Context: an optimization exercise on an open-source flow, tuned for small area, a short achievable clock period and few clock cycles. The choices shown serve that exercise and are no tape-out recipe. Function was checked by simulation only, so behaviour that the tests miss may differ from the original. Power and IR drop assume default switching activity.

## lagoon
## cmux_rx
module cmux_rx (
    input  wire        clk,
    input  wire        rst,
    input  wire        in_valid,
    input  wire [7:0]  in_data,
    output reg         in_ready,
    output reg         fr_valid,
    input  wire        fr_ready,
    output reg         fr_hdr,
    output wire [7:0]  fr_data,
    output reg  [5:0]  fr_dlci,
    output reg         fr_cr,
    output wire [7:0]  fr_ctrl,
    output reg  [5:0]  fr_len,
    output reg         idle,
    output reg  [31:0] cnt_rxframes,
    output reg  [31:0] cnt_skipped,
    output reg  [31:0] cnt_oversize,
    output reg  [31:0] cnt_bad_close,
    output reg  [31:0] cnt_bad_fcs
);
Settings: LEC_CHECK=0, CAP_MARGIN=20, CORE_MARGIN=2, CORE_UTILIZATION=50, SLEW_MARGIN=20; clock period 12.0 ns.
standard.sh (not shown) runs the stock make flow with config.mk's settings and CLKGATE_MAP_FILE= SYNTH_SCRIPT=/design/flow/synth_recipe.tcl, a recipe that flattens the netlist after the stock synthesis.
==> flow/flow/run.sh <==
#!/bin/bash
set -euo pipefail
bash standard.sh SETUP_SLACK_MARGIN=8.3 finish > flow_standard.log 2>&1
Testbench counts of lagoon, summed over its fixed seeds: cycles 54,260.
The following lists how pepper was set up differently from lagoon:
--- a/flow/design.v
+++ b/flow/design.v
@@ -56,31 +56,32 @@
     reg       pbv;
     reg [2:0] ps;
     reg [7:0] crc;
     reg       crcok;      
     reg [6:0] rem;
     reg [5:0] ffn;        
     reg       ffv;
     reg       pbf9;       
+    reg       pbm;        
     reg       rwd;        
     reg [5:0] ra;         
     reg       rpar;       
     reg [5:0] q [0:QD-1];
     reg [1:0] qn, qr, qw;
     wire [5:0] q0 = q[qr];
     reg [2:0] os;
     reg [5:0] op;
     reg [7:0] obyte;
     reg ev_rx, ev_skip, ev_ovs, ev_bc, ev_fcs;
     assign fr_data = obyte;
     assign fr_ctrl = obyte;
     wire [7:0] rdata = mem[ra];
     wire acc     = in_valid & in_ready;
-    wire is_f9   = pbf9;
+    wire is_f9   = pbf9 | (pbm & (pb == FLAG));
     wire fresh   = (cur == seen1);
     wire qfull   = (qn == QD);
     wire oidle   = (os == O_P) & (fr_len == 6'd0);
     wire stall   = pbv & (ps == PC) & qfull & ~oidle;
     wire consume = pbv & ~stall & ~rwd;
     wire [5:0] cur_inc = cur + 6'd1;
     wire ovs3     = pb[0] & (pb[7] | (pb[6] & pb[5] & pb[4] & (pb[3] | (pb[2] & pb[1]))));
     wire ovs4     = (pb != 8'd0) | rem[6] | (rem[5] & rem[4] & rem[3] & (rem[2] | rem[1]));
@@ -177,20 +178,22 @@
                 cur <= cur_inc;
                 pbv <= 1'b1;
             end else begin
                 cur <= cur_x;
                 pbv <= pbv_x;
             end
             if (fetch_mem) begin
                 pb   <= rdata;
-                pbf9 <= (rdata == FLAG);
+                pbf9 <= 1'b0;
+                pbm  <= 1'b1;
             end else if (take_in) begin
                 pb   <= in_data;
                 pbf9 <= (in_data == FLAG);
+                pbm  <= 1'b0;
             end
             op       <= op_n;
             behind   <= behind_n;
             rpar     <= rpar_n;
             ra       <= rpar_n ? cur_x : op_n;
             in_ready <= acc ? rdy1 : rdy0;
             idle     <= ~acc & quiet;
             rwd <= rewind;
--- outcome ---
Total via count after detailed routing improves in pepper relative to lagoon.
~same post-detailed-route wirelength per cell in pepper and lagoon
Endpoint required time on the critical path was higher in the run labelled pepper.
Going from lagoon to pepper, the worst hold margin was found to have gone up by 0.013 ns.
Of pepper and lagoon, the run reporting the higher total track usage was lagoon.
Diff pepper and lagoon: detailed route wirelength on metal2 higher in lagoon
Looking at number of gates on the worst path with buffers counted, pepper sits 5 lower than lagoon does.
Testbench counts of pepper, summed over its fixed seeds: cycles 54,260.

--- another note on this design; it stands on its own ---

Setup of quartz:
## cmux_rx
module cmux_rx (
    input  wire        clk,
    input  wire        rst,
    input  wire        in_valid,
    input  wire [7:0]  in_data,
    output reg         in_ready,
    output reg         fr_valid,
    input  wire        fr_ready,
    output reg         fr_hdr,
    output wire [7:0]  fr_data,
    output reg  [5:0]  fr_dlci,
    output reg         fr_cr,
    output wire [7:0]  fr_ctrl,
    output reg  [5:0]  fr_len,
    output reg         idle,
    output reg  [31:0] cnt_rxframes,
    output reg  [31:0] cnt_skipped,
    output reg  [31:0] cnt_oversize,
    output reg  [31:0] cnt_bad_close,
    output reg  [31:0] cnt_bad_fcs
);
Size in the first run: ~2400 cells after synthesis, roughly 210 I/O pins.
==> flow/config.mk <==
export PLATFORM = sky130hd
export DESIGN_NAME = cmux_rx
export DESIGN_NICKNAME = cmux_rx
export VERILOG_FILES = /design/flow/design.v
export SDC_FILE = /design/flow/constraint.sdc
export NUM_CORES = 4
export LEC_CHECK = 0
export CAP_MARGIN = 20
export CORE_MARGIN = 2
export CORE_UTILIZATION = 50
export SLEW_MARGIN = 20
==> flow/constraint.sdc <==
create_clock -name core_clock -period 12.0 [get_ports {clk}]
set_input_delay 2.4000 -clock core_clock [delete_from_list [all_inputs] [get_ports {clk}]]
set_output_delay 2.4000 -clock core_clock [all_outputs]
set_load 0.01 [all_outputs]
standard.sh (not shown) runs the stock make flow with config.mk's settings and CLKGATE_MAP_FILE= SYNTH_SCRIPT=/design/flow/synth_recipe.tcl, a recipe that flattens the netlist after the stock synthesis.
==> flow/flow/run.sh <==
#!/bin/bash
set -euo pipefail
bash standard.sh SETUP_SLACK_MARGIN=8.4 finish > flow_standard.log 2>&1
quartz went all the way through the flow, and no timing, DRC or antenna check failed.
Testbench counts of quartz, summed over its fixed seeds: cycles 54,260.
Here is what was changed in the inputs of sierra compared with quartz.
==> flow/flow/run.sh <==
#!/bin/bash
set -euo pipefail
bash standard.sh SETUP_SLACK_MARGIN=8.3 finish > flow_standard.log 2>&1
sierra ran to completion and came out clean on the timing, design-rule and antenna checks.
quartz consumes more power than sierra.
Worst setup slack after layout, sierra and quartz: lower on sierra
Row maximum VDD drop: sierra higher / quartz lower
Input-level comparison between violet and sierra:
# sierra
export LEC_CHECK = 0
export CAP_MARGIN = 20
export CORE_MARGIN = 2
export CORE_UTILIZATION = 50
export SLEW_MARGIN = 20
create_clock -name core_clock -period 12.0 [get_ports {clk}]
# violet
export LEC_CHECK = 0
export CAP_MARGIN = 20
export CORE_MARGIN = 2
export CORE_UTILIZATION = 50
export CTS_BUF_LIST = sky130_fd_sc_hd__clkbuf_16
export CTS_CLUSTER_DIAMETER = 60
export CTS_CLUSTER_SIZE = 30
export SLEW_MARGIN = 20
create_clock -name core_clock -period 12.0 [get_ports {clk}]
==> flow/flow/run.sh <==
#!/bin/bash
set -euo pipefail
bash standard.sh SETUP_SLACK_MARGIN=8.4 finish > flow_standard.log 2>&1
Notes after the runs:
violet: full flow OK, the timing, design-rule and antenna checks passed
Total area of multi-input combinational cells grows slightly when moving from sierra to violet.
Clock group total power on violet is ahead of sierra.
violet ends up with a hold slack that is 0.011 ns higher than in sierra.
Overall power after layout delta (violet − sierra): favourable
NOTE: delay of the slowest cell on the worst path in violet falls short of that of sierra
Compared with sierra, in violet global placer's final weighted congestion down about 4.6%; minimum period implied by the final worst setup slack shows a reduction of 0.11 ns.
The setup slack in violet sits 0.11 ns above the value recorded for sierra.
violet ended up with cnt_oversize[4] as its capture point of the critical path; sierra ended up with cnt_skipped[15].

==> afterwards: timing with drivers on the ports <==
In the flow no input, the clock included, has a driving cell. The finished layouts below were timed again as built, in two steps.
Step 1 assumes that a clkbuf_16 drives the clock port and a buf_2 every other input.
Step 2 times the ports against the registers' clock, not the clock port: input delays grow and output delays shrink by t, the midpoint of the rising clock arrivals with the driver on.
Slacks: no drivers / after step 1 / after step 2; pairs: no drivers / after step 1.
| run | t (ns) | setup WS [ns] | worst register clock-pin slew, ns | cell pins on the clock port's net |
|---|---|---|---|---|
| lagoon | 0.693 | 8.302 / 8.269 / 7.680 | 0.06 / 0.06 | 1 |
| pepper | 0.694 | 8.334 / 8.284 / 7.662 | 0.06 / 0.06 | 1 |
| quartz | 0.682 | 8.439 / 8.381 / 7.790 | 0.07 / 0.07 | 1 |
| sierra | 0.697 | 8.337 / 8.275 / 7.767 | 0.07 / 0.07 | 1 |
| violet | 0.693 | 8.444 / 8.385 / 7.775 | 0.10 / 0.10 | 1 |
After both steps every run listed still meets setup and hold. The setup slack of pepper, which loses most, moves by -0.050 ns with the drivers and by -0.672 ns with both steps.
